This is an optimization exercise on Yosys and OpenROAD, whose aim is a short achievable clock period and few clock cycles, not a production implementation. In this exercise RTL edits were held to simulation tests only and were not proved equivalent to the original. Power figures rest on the tool's default switching activity, not on a simulated workload.

==> design.v <==
module ssq_chunkenc (
    input  wire        clk,
    input  wire        rst,
    input  wire        in_valid,
    output reg         in_ready,
    input  wire [7:0]  in_data,
    input  wire        in_last,
    output reg         out_valid,
    input  wire        out_ready,
    output reg  [7:0]  out_data,
    output reg         out_last,
    output reg  [15:0] out_sym_len,
    output reg  [2:0]  out_chunk_pad,
    output reg  [15:0] out_total,
    output reg  [15:0] out_conv
);
    localparam DDEPTH = 24;         
    localparam EDEPTH = 5;          
    localparam DTH    = 3;          
    localparam MTH    = EDEPTH - 3; 
    integer i, j;
    reg        v1, l1;
    reg [7:0]  d1;
    wire       in_fire = in_valid && in_ready;
    always @(posedge clk) begin
        v1 <= !rst && in_fire;
        d1 <= in_data;
        l1 <= in_last;
    end
    reg        v2, l2, f2;
    reg [7:0]  b2;
    reg        pr2, hi2, lin2, lt75_2;
    reg [7:0]  a48_2, m27_2, ctl2;
    reg [4:0]  ph2;       
    reg [4:0]  ph_s;      
    reg        first_s;   
    reg [7:0]  ctl_c;
    always @(*) begin
        if (d1[6])
            ctl_c = 8'd68;                  
        else
            case (d1[4:0])
                5'd0:   ctl_c = 8'd48;      
                5'd1:   ctl_c = 8'd49;      
                5'd2:   ctl_c = 8'd50;      
                5'd3:   ctl_c = 8'd51;      
                5'd4:   ctl_c = 8'd52;      
                5'd5:   ctl_c = 8'd53;      
                5'd6:   ctl_c = 8'd54;      
                5'd7:   ctl_c = 8'd55;      
                5'd8:   ctl_c = 8'd56;      
                5'd9:   ctl_c = 8'd57;      
                5'd10:  ctl_c = 8'd32;      
                5'd11:  ctl_c = 8'd118;     
                5'd12:  ctl_c = 8'd102;     
                5'd13:  ctl_c = 8'd114;     
                5'd14:  ctl_c = 8'd83;      
                5'd15:  ctl_c = 8'd73;      
                default: ctl_c = 8'd69;     
            endcase
    end
    always @(posedge clk) begin
        b2     <= d1;
        pr2    <= (d1 >= 8'd32) && (d1 <= 8'd126);
        hi2    <= d1[7];
        lin2   <= ((d1 >= 8'd16) && (d1 <= 8'd26)) || ((d1 >= 8'd28) && (d1 <= 8'd31));
        lt75_2 <= d1[6:0] < 7'd75;
        a48_2  <= {1'b0, d1[6:0]} + 8'd48;      
        m27_2  <= {1'b0, d1[6:0]} - 8'd27;      
        ctl2   <= ctl_c;
        l2     <= l1;
        ph2    <= ph_s;
        f2     <= first_s;
        if (rst) begin
            v2      <= 1'b0;
            ph_s    <= 5'b00001;
            first_s <= 1'b1;
        end else begin
            v2 <= v1;
            if (v1) begin
                first_s <= l1;
                if (l1)
                    ph_s <= 5'b00001;
                else                        
                    ph_s <= {ph_s[1:0], ph_s[4:2]};
            end
        end
    end
    reg        v3, l3, c3, f3;
    reg [7:0]  n3;
    reg [4:0]  ph3;
    always @(posedge clk) begin
        if (pr2)
            n3 <= b2;
        else if (hi2)
            n3 <= lt75_2 ? a48_2 : m27_2;
        else if (lin2)
            n3 <= b2 + 8'd64;                   
        else
            n3 <= ctl2;
        c3  <= !pr2;
        l3  <= l2;
        f3  <= f2;
        ph3 <= ph2;
        v3  <= !rst && v2;
    end
    reg [7:0]  prevn;     
    reg        v4, l4, c4, f4;
    reg [7:0]  b4;
    reg [8:0]  keep4;
    reg [2:0]  pad4;
    wire [11:0] w = {prevn[3:0], n3};    
    wire [8:0]  keep_ph [0:4];
    genvar gp, gj, gi;
    generate
        for (gp = 0; gp < 5; gp = gp + 1) begin : g_ph
            wire [8:0] sp;               
            for (gj = 0; gj < 8; gj = gj + 1) begin : g_bit
                localparam integer CP = (gp + gj) % 5;    
                wire [11:0] earlier;
                for (gi = 0; gi < 12; gi = gi + 1) begin : g_e
                    assign earlier[gi] = (7 - gi >= gj - CP) && (7 - gi <= gj - 2) ? w[gi] : 1'b0;
                end
                if (CP >= 2) begin : g_sp
                    assign sp[gj] = w[7 - gj] && !w[8 - gj] && (|earlier);
                end else begin : g_nosp
                    assign sp[gj] = 1'b0;
                end
            end
            assign sp[8] = 1'b0;
            for (gj = 0; gj < 8; gj = gj + 1) begin : g_keep
                assign keep_ph[gp][7 - gj] = w[7 - gj] || sp[gj + 1];
            end
            assign keep_ph[gp][8] = sp[0];
        end
    endgenerate
    wire [8:0] keep_c = ({9{ph3[0]}} & keep_ph[0]) | ({9{ph3[1]}} & keep_ph[1]) |
                        ({9{ph3[2]}} & keep_ph[2]) | ({9{ph3[3]}} & keep_ph[3]) |
                        ({9{ph3[4]}} & keep_ph[4]);
    always @(posedge clk) begin
        if (v3)
            prevn <= n3;
        b4    <= n3;
        keep4 <= keep_c;
        l4    <= l3;
        c4    <= c3;
        f4    <= f3;
        pad4  <= {ph3[3], ph3[0] | ph3[4], ph3[1] | ph3[4]};
        v4    <= !rst && v3;
    end
    reg        v5, l5, c5, f5;
    reg [4:0]  symA5, thA5;
    reg [3:0]  symB5, thB5;
    reg [2:0]  pad5;
    reg [4:0]  symA_c, thA;
    reg [3:0]  symB_c, thB;
    reg [4:0]  kA, bA;
    reg [3:0]  kB, bB;
    always @(*) begin
        kA = {keep4[8], keep4[7:4]};       
        bA = {1'b0, b4[7:4]};
        symA_c = 5'd0;
        thA = 5'd0;
        for (j = 0; j < 5; j = j + 1) begin
            for (i = 0; i < 5; i = i + 1)
                if (bA[4 - j] && (i == 0 || thA[i - 1]) && !thA[i])
                    symA_c[4 - i] = 1'b1;
            if (kA[4 - j])
                thA = {thA[3:0], 1'b1};
        end
        kB = keep4[3:0];
        bB = b4[3:0];
        symB_c = 4'd0;
        thB = 4'd0;
        for (j = 0; j < 4; j = j + 1) begin
            for (i = 0; i < 4; i = i + 1)
                if (bB[3 - j] && (i == 0 || thB[i - 1]) && !thB[i])
                    symB_c[3 - i] = 1'b1;
            if (kB[3 - j])
                thB = {thB[2:0], 1'b1};
        end
    end
    always @(posedge clk) begin
        symA5 <= symA_c;
        symB5 <= symB_c;
        thA5  <= thA;
        thB5  <= thB;
        l5    <= l4;
        c5    <= c4;
        f5    <= f4;
        pad5  <= pad4;
        v5    <= !rst && v4;
    end
    reg        v6, l6, c6, f6;
    reg [8:0]  sym6;
    reg [9:0]  t6;        
    reg [2:0]  pad6;
    wire [5:0] ohA = {thA5, 1'b1} & ~{1'b0, thA5};
    wire [4:0] ohB = {thB5, 1'b1} & ~{1'b0, thB5};
    reg  [8:0] sym_c;
    reg  [9:0] t_c;
    always @(*) begin
        sym_c = {symA5, 4'd0};
        for (i = 0; i < 6; i = i + 1)
            if (ohA[i])
                sym_c = sym_c | ({symB5, 5'd0} >> i);
        t_c = 10'd0;
        for (i = 0; i < 6; i = i + 1)
            for (j = 0; j < 5; j = j + 1)
                if (ohA[i] && ohB[j])
                    t_c[i + j] = 1'b1;
    end
    always @(posedge clk) begin
        sym6 <= sym_c;
        t6   <= t_c;
        l6   <= l5;
        c6   <= c5;
        f6   <= f5;
        pad6 <= pad5;
        v6   <= !rst && v5;
    end
    reg        v7, l7, c7, f7;
    reg [15:0] sh7;       
    reg [3:0]  t7;        
    reg [2:0]  pad7;
    reg        ge8_7, eq16_7, gt8_7;
    reg [7:0]  pos_s;     
    reg [16:0] q_c;       
    reg [7:0]  posn_c;
    reg [15:0] sh_c;
    always @(*) begin
        q_c = 17'd0;
        for (i = 0; i < 8; i = i + 1)
            for (j = 1; j < 10; j = j + 1)
                if (pos_s[i] && t6[j])
                    q_c[i + j] = 1'b1;
        for (i = 0; i < 8; i = i + 1)
            posn_c[i] = q_c[i] || q_c[i + 8] || (i == 0 && q_c[16]);
        sh_c = 16'd0;
        for (i = 0; i < 8; i = i + 1)
            if (pos_s[i])
                sh_c = sh_c | ({sym6, 7'd0} >> i);
    end
    always @(posedge clk) begin
        sh7    <= sh_c;
        t7     <= {t6[8] | t6[9],
                   t6[4] | t6[5] | t6[6] | t6[7],
                   t6[2] | t6[3] | t6[6] | t6[7],
                   t6[1] | t6[3] | t6[5] | t6[7] | t6[9]};
        l7     <= l6;
        c7     <= c6;
        f7     <= f6;
        pad7   <= pad6;
        ge8_7  <= |q_c[16:8];
        gt8_7  <= |q_c[16:9];
        eq16_7 <= q_c[16];
        if (rst) begin
            v7    <= 1'b0;
            pos_s <= 8'd1;
        end else begin
            v7 <= v6;
            if (v6)
                pos_s <= l6 ? 8'd1 : posn_c;
        end
    end
    reg [7:0]  acc;
    reg        v8, l8, f8, w0_8, w1_8;
    reg [7:0]  d0_8, d1_8;
    reg [2:0]  pad8;
    reg [3:0]  sym_lo, tot_lo, conv_lo;
    reg        sym_cy8, tot_cy8, conv_cy8;
    wire [15:0] win = {acc, 8'd0} | sh7;
    wire [3:0]  sym_lo0  = f7 ? 4'd0 : sym_lo;
    wire [3:0]  tot_lo0  = f7 ? 4'd0 : tot_lo;
    wire [3:0]  conv_lo0 = f7 ? 4'd0 : conv_lo;
    wire [4:0]  sym_lo_n  = add4(sym_lo0, t7);
    wire [4:0]  tot_lo_n  = inc4(tot_lo0, 1'b1);
    wire [4:0]  conv_lo_n = inc4(conv_lo0, c7);
    function [4:0] add4;
        input [3:0] a, b;
        reg   [3:0] g, p;
        reg   [4:0] c;
        begin
            g = a & b;
            p = a ^ b;
            c[0] = 1'b0;
            c[1] = g[0];
            c[2] = g[1] | (p[1] & g[0]);
            c[3] = g[2] | (p[2] & g[1]) | (p[2] & p[1] & g[0]);
            c[4] = g[3] | (p[3] & g[2]) | (p[3] & p[2] & g[1]) | (p[3] & p[2] & p[1] & g[0]);
            add4 = {c[4], p ^ c[3:0]};
        end
    endfunction
    function [4:0] inc4;
        input [3:0] a;
        input       ci;
        begin
            inc4 = {ci & (&a[3:0]),
                    a[3] ^ (ci & (&a[2:0])),
                    a[2] ^ (ci & (&a[1:0])),
                    a[1] ^ (ci & a[0]),
                    a[0] ^ ci};
        end
    endfunction
    function [11:0] inc12;
        input [11:0] a;
        input        ci;
        integer      k;
        begin
            for (k = 0; k < 12; k = k + 1)
                inc12[k] = a[k] ^ (ci & ((a & ((12'd1 << k) - 12'd1)) == ((12'd1 << k) - 12'd1)));
        end
    endfunction
    always @(posedge clk) begin
        d0_8 <= win[15:8];
        d1_8 <= win[7:0];
        w0_8 <= ge8_7 || l7;
        w1_8 <= eq16_7 || (l7 && gt8_7);
        l8   <= l7;
        f8   <= f7;
        pad8 <= pad7;
        sym_cy8  <= sym_lo_n[4];
        tot_cy8  <= tot_lo_n[4];
        conv_cy8 <= conv_lo_n[4];
        if (rst) begin
            v8  <= 1'b0;
            acc <= 8'd0;
        end else begin
            v8 <= v7;
            if (v7)
                acc <= (l7 || eq16_7) ? 8'd0 : (ge8_7 ? win[7:0] : win[15:8]);
        end
        if (v7) begin
            sym_lo  <= sym_lo_n[3:0];
            tot_lo  <= tot_lo_n[3:0];
            conv_lo <= conv_lo_n[3:0];
        end
    end
    reg        v9, l9;
    reg [2:0]  pad9;
    reg [3:0]  sym_lo9, tot_lo9, conv_lo9;
    reg [11:0] sym_hi, tot_hi, conv_hi;
    always @(posedge clk) begin
        sym_lo9  <= sym_lo;
        tot_lo9  <= tot_lo;
        conv_lo9 <= conv_lo;
        pad9     <= pad8;
        l9       <= l8;
        v9       <= !rst && v8;
        if (v8) begin
            sym_hi  <= inc12(f8 ? 12'd0 : sym_hi,  sym_cy8);
            tot_hi  <= inc12(f8 ? 12'd0 : tot_hi,  tot_cy8);
            conv_hi <= inc12(f8 ? 12'd0 : conv_hi, conv_cy8);
        end
    end
    reg [8:0]        dmem [0:DDEPTH-1];   
    reg [DDEPTH-1:0] wpa;                 
    reg [DDEPTH-1:0] wp;                  
    reg [DDEPTH-1:0] we0, we1;            
    reg [DDEPTH-1:0] rp;                  
    reg [DDEPTH-1:0] dcnt;                
    reg [50:0]       emem [0:EDEPTH-1];   
    reg [EDEPTH-1:0] ewp, erp;
    reg [EDEPTH-1:0] ewe;                 
    reg [3:0]        mcnt;                
    wire dw0 = v8 && w0_8;
    wire dw1 = v8 && w1_8;
    wire w0_7 = v7 && (ge8_7 || l7);
    wire w1_7 = v7 && (eq16_7 || (l7 && gt8_7));
    wire [DDEPTH-1:0] rpm1 = {rp[0], rp[DDEPTH-1:1]};
    reg  [8:0]  dhead, dprev;
    reg  [50:0] ehead;
    always @(*) begin
        dhead = 9'd0;
        dprev = 9'd0;
        for (i = 0; i < DDEPTH; i = i + 1) begin
            dhead = dhead | (dmem[i] & {9{rp[i]}});
            dprev = dprev | (dmem[i] & {9{rpm1[i]}});
        end
        ehead = 51'd0;
        for (i = 0; i < EDEPTH; i = i + 1)
            ehead = ehead | (emem[i] & {51{erp[i]}});
    end
    reg  out_tag;
    wire dne      = |(wp & ~rp);          
    wire next_end = out_valid && !out_last && out_tag;
    wire load     = !out_valid || out_ready;
    wire pop      = load && !next_end && dne;
    wire end_done = out_valid && out_last && out_ready;
    reg        pop_r, end_done_r;
    wire       msg_in = v1 && l1;
    always @(posedge clk) begin
        for (i = 0; i < DDEPTH; i = i + 1) begin
            if (we0[i])
                dmem[i] <= {l8 && !w1_8, d0_8};
            else if (we1[i])
                dmem[i] <= {l8, d1_8};
        end
        for (i = 0; i < EDEPTH; i = i + 1)
            if (ewe[i])
                emem[i] <= {sym_hi, sym_lo9, pad9, tot_hi, tot_lo9, conv_hi, conv_lo9};
        {out_tag, out_data} <= load ? dhead : dprev;
        {out_sym_len, out_chunk_pad, out_total, out_conv} <= ehead;
        if (rst) begin
            wp        <= {{(DDEPTH-1){1'b0}}, 1'b1};
            wpa       <= {{(DDEPTH-1){1'b0}}, 1'b1};
            we0       <= {DDEPTH{1'b0}};
            we1       <= {DDEPTH{1'b0}};
            rp        <= {{(DDEPTH-1){1'b0}}, 1'b1};
            dcnt      <= {DDEPTH{1'b0}};
            ewp       <= {{(EDEPTH-1){1'b0}}, 1'b1};
            ewe       <= {EDEPTH{1'b0}};
            erp       <= {{(EDEPTH-1){1'b0}}, 1'b1};
            mcnt      <= 4'd0;
            pop_r     <= 1'b0;
            end_done_r <= 1'b0;
            out_valid <= 1'b0;
            out_last  <= 1'b0;
            in_ready  <= 1'b1;
        end else begin
            we0 <= w0_7 ? wpa : {DDEPTH{1'b0}};
            we1 <= w1_7 ? {wpa[DDEPTH-2:0], wpa[DDEPTH-1]} : {DDEPTH{1'b0}};
            if (w1_7)
                wpa <= {wpa[DDEPTH-3:0], wpa[DDEPTH-1:DDEPTH-2]};
            else if (w0_7)
                wpa <= {wpa[DDEPTH-2:0], wpa[DDEPTH-1]};
            wp <= wpa;
            if (pop)
                rp <= {rp[DDEPTH-2:0], rp[DDEPTH-1]};
            pop_r      <= pop;
            end_done_r <= end_done;
            case ({dw1, dw0, pop_r})
                3'b001:         dcnt <= {1'b0, dcnt[DDEPTH-1:1]};
                3'b010, 3'b111: dcnt <= {dcnt[DDEPTH-2:0], 1'b1};
                3'b110:         dcnt <= {dcnt[DDEPTH-3:0], 2'b11};
                default:        dcnt <= dcnt;
            endcase
            ewe <= (v8 && l8) ? ewp : {EDEPTH{1'b0}};
            if (v8 && l8)
                ewp <= {ewp[EDEPTH-2:0], ewp[EDEPTH-1]};
            if (end_done)
                erp <= {erp[EDEPTH-2:0], erp[EDEPTH-1]};
            mcnt <= mcnt + {3'd0, msg_in} - {3'd0, end_done_r};
            out_valid <= (out_valid && !out_ready) || next_end || dne;
            out_last  <= (out_valid && !out_ready && out_last) || (out_ready && next_end);
            in_ready  <= !dcnt[DTH] && (mcnt <= MTH);
        end
    end
endmodule
==> run.sh <==
#!/bin/bash
# synth_recipe.tcl (not shown) runs the flow's synth.tcl, then flattens the netlist and writes it again
# the make line also repeats each setting of config.mk as NAME=value (left out here)
make -C /OpenROAD-flow-scripts/flow DESIGN_CONFIG=/design/flow/config.mk WORK_HOME=/design/flow/orfs CLKGATE_MAP_FILE= SYNTH_SCRIPT=/design/flow/synth_recipe.tcl finish
==> config.mk <==
export PLATFORM = sky130hd
export DESIGN_NAME = ssq_chunkenc
export DESIGN_NICKNAME = ssq_chunkenc
export VERILOG_FILES = /design/flow/design.v
export SDC_FILE = /design/flow/constraint.sdc
export NUM_CORES = 4
export LEC_CHECK = 0
export ABC_CLOCK_PERIOD_IN_PS = 2000
export CAP_MARGIN = 20
export CORE_MARGIN = 2
export CORE_UTILIZATION = 40
export SETUP_SLACK_MARGIN = 4.4
export SLEW_MARGIN = 20
==> constraint.sdc <==
create_clock -name core_clock -period 6.5 [get_ports {clk}]
set_input_delay 1.3000 -clock core_clock [delete_from_list [all_inputs] [get_ports {clk}]]
set_output_delay 1.3000 -clock core_clock [all_outputs]
set_load 0.01 [all_outputs]
==> results.txt <==
cell families (layout without fill, tap and decap cells):
logic type                 after synthesis  in the layout
buffers and inverters                  303            374
DFF                                    991            991
and+or+nand+nor                        657            658
adders and majority gates               31             31
xor gates and xnor gates                52             52
muxes                                  227            227
AOI/OAI and AO/OA                      665            666
through the flow:
| stage | util (%) | hold WS (ns) | instances | instance area [sq um] | power (mW) |
|---|---|---|---|---|---|
| final | 46.1 | 0.325 | 4264 | 43600 | 13.9 |
| after global routing | 46.1 | 0.328 | 4264 | 43600 | 14.4 |
| after CTS | 45.9 | 0.325 | 4262 | 43500 | 14.0 |
| after detailed placement | 42.0 | 0.312 | 4064 | 39800 | 7.92 |
| after global placement | 42.0 | 0.314 | 4064 | 39800 | 7.89 |
| after floorplan | - | 0.310 | 2926 | 38100 | 7.63 |
layout make-up:
| class | instances | area (sq um) |
|---|---|---|
| Clock buffer | 138 | 2920 |
| Timing Repair Buffer | 124 | 1120 |
| Clock inverter | 52 | 658 |
| Multi-Input combinational cell | 1634 | 12000 |
| Inverter | 60 | 228 |
| Sequential cell | 991 | 25200 |
| Fill cell | 8354 | 51100 |
| Tap cell | 1265 | 1580 |
where the power goes:
| group | leakage (nW) | switching, mW | internal (mW) |
|---|---|---|---|
| clock network | 1.75 | 2.48 | 3.57 |
| registers | 8.53 | 0.358 | 6.76 |
| logic | 4.99 | 0.394 | 0.358 |
| total | 15.3 | 3.24 | 10.7 |
repair_timing:
| item | 4_1_cts | 5_1_grt |
|---|---|---|
| hold buffers | 0 | 0 |
| setup endpoints to repair | 185 | 130 |
| pin swaps | 1 | 3 |
| cloned | 2 | 0 |
| gates resized for setup | 335 | 34 |
| buffers inserted | 6 | 2 |
cells in the final DEF, fill, tap and decap left out, types with 42 or more instances in the layout:
cell type	netlist	layout
clkbuf_16	0	104
nor2_1	146	143
nand2b_1	83	82
inv_1	59	58
a22oi_1	257	257
dfxtp_1	468	414
and2_1	42	42
nand2_1	127	126
dfxtp_2	0	48
nand4_1	53	53
buf_4	3	44
nand3_1	49	49
edfxtp_1	523	523
a21oi_1	83	83
a222oi_1	105	105
nor2b_1	59	59
mux2_2	198	198
layer usage:
metal,track usage (%),wire length [um],vias up
li1,-,-,11100
met1,26.7,41300,12400
met2,33.5,48000,1282
met3,4.38,9360,315
met4,9.63,4630,2
met5,0,13,-
sequential cells by signal, summed over array words and instances, names as in the netlist, 24 cells and up, named ones only:
register and count:
dmem 216, we1 24, we0 24, dcnt 24
rp 24, wpa 24, emem 255, wp 24
worst max-delay path by stage:
| stage | startpoint | to | slack (ns) |
|---|---|---|---|
| 6_report | out_last | out_last | 4.02 |
| 5_1_grt | out_last | out_last | 3.99 |
| 4_1_cts | out_last | out_last | 3.98 |
| 3_5_place_dp | out_ready | rp[12] | 3.10 |
| 3_3_place_gp | out_ready | rp[1] | 3.15 |
| 2_1_floorplan | out_ready | rp[10] | 4.38 |
==> flow_summary.yaml <==
critical_path:
  slowest_delay_ns: 0.40
  r2r-end: "rp[23]"
  ff2ff_path_depth: 7
  path_depth: 1
  cp.arrival_ns: 1.18
  slowest_stage: "dfxtp_4"
  ff2ff_setup_slack_ns: 4.47
  path_cells: "buf_6"
  r2r-start: "rp[4]"
  cp_num_buf_inv: 1
  cp-end-kind: "output pin"
  cp_max_fo: 2
  critPathTopFamily: "flip-flops"
  crit_required_ns: 5.20
  critical_path_class: "register to output pin"
  start_kind: "register"
final_layout:
  nets: 2955
  antenna_cells: 0
  layout-drive-gt1-share_pct: 19.7
  syn2layout_area_growth_pct: 14.5
drt:
  drtIter0Drc: 3190
  drc_errors: 0
  wl_um: 103000
  ant_nets: 0
  vias: 25100
  avgViaCountPerCell: 5.89
  dr.pass1.iters: 10
  avgRoutedWirePerCell_um: 24.2
outcome:
  status: "no timing/DRC/antenna violations"
timing:
  finClkSkew_ns: 0.0497
  worst_pin_slew_ns: 1.08
  rsz0062_at_grt: "yes"
  period_needed_ns: 2.48
  setup_ws_ns: 4.02
  finalHoldViolCount: 0
  max_freq_mhz: 402
  maxSlewHeadroom_pct: 27.9
  final_max_slew_viol_count: 0
  finalSetupViolCount: 0
  fin_crit_sh_pct: 38.2
  setup-tns-final_ns: 0
logic_synthesis:
  synth_xor_area_share_pct: 1.20
  synthMuxAreaShare_pct: 6.61
  yosys.area_share.adder_pct: 1.04
  ys_ff_latch: 991
  synthArstFlopShare_pct: 0
  seq_area_frac_synth_pct: 65.8
  avgSynthCellArea_sq_um: 13.0
  syn_inst: 2926
  yosys-top-cells-area: "edfxtp_1 (41%), dfxtp_1 (25%), mux2_2 (5.9%), a22oi_1 (5.1%), a222oi_1 (2.8%)"
  yosys.area_share.simple_pct: 8.88
  synth_common_cells: "edfxtp_1 (523), dfxtp_1 (468), a22oi_1 (257)"
  synth_top_area_share_pct: 41.2
  synth_cell_types: 69
  synth_top_flop_cell: "edfxtp_1"
  syn_area_sq_um: 38100
  synth_edf_count: 523
  synth_nets: 2968
  synth_compound_area_share_pct: 13.4
  yosysMostFrequentCell: "edfxtp_1"
  synth_top_family_by_area: "compound AO/OA/AOI/OAI gates"
  synth_top_area_cell: "edfxtp_1"
  yosysWarningCount: 12
cts:
  cts_tree: "built"
  cts-root-buf: "clkbuf_16"
  htree_levels: 3
  cts_made_buffers: 102
  clockBufferDepth: 3
  clk_latency_ns: 0.69
  clkSinkCount: 991
  path_clk_slew_ns: 0.07
place:
  dp_hpwl_um: 59800
  place.gp.congestion: 0.921
  portBuffers: 74
  place_ws_ns: 3.10
min_path:
  min_from: "pad5[2]"
  hold_depth: 0
  hold_class: "register to register"
  hold_end: "pad6[2]"
floorplanning:
  initial_core_util_pct: 40.2
  dieArea_sq_um: 97700
  fp-row-count: 113
  fp.coreArea_sq_um: 94700
  die_w_um: 313
  die_h_um: 313
  io_pins: 75
global_routing:
  grt_usage_pct: 20.7
  antenna_found_initial: 1
  overflow: 0
  grt_pass1_vias: 25000
  grt_max_degree: 66
  grt_pass1_wl_um: 155000
pwr:
  power_leakage_nw: 15.3
  power.density_nw_per_um2: 319
  vdd_ir_drop_max_uv: 223
flow_run:
  drv_cap: 0
Testbench counts, summed over its fixed seeds: cycles 57,813.

-- afterwards: timing with drivers on the ports --
How much do the figures lean on ideal ports? The routed layout below was timed once more, with nothing changed but the port constraints.
Step 1 assumes that a clkbuf_16 drives the clock port and a buf_2 every other input.
Step 2, shift: input delay + t, output delay - t, t = (earliest + latest rising clock arrival at the registers) / 2. This alone moves slack from input paths to output paths.
a / b / c = no drivers / after step 1 / after step 2; a / b = the first two.
shift t [ns]: 0.736
setup WS [ns]: 4.015 / 3.945 / 3.756
worst hold slack (ns): 0.325 / 0.325 / 0.325
slew at the worst register clock pin (ns): 0.07 / 0.07
worst data-port slew with drivers (ns): 0.03
After both steps setup and hold are still met in this run. For this run, drivers alone change the setup slack by -0.070 ns; drivers and shift together by -0.259 ns.
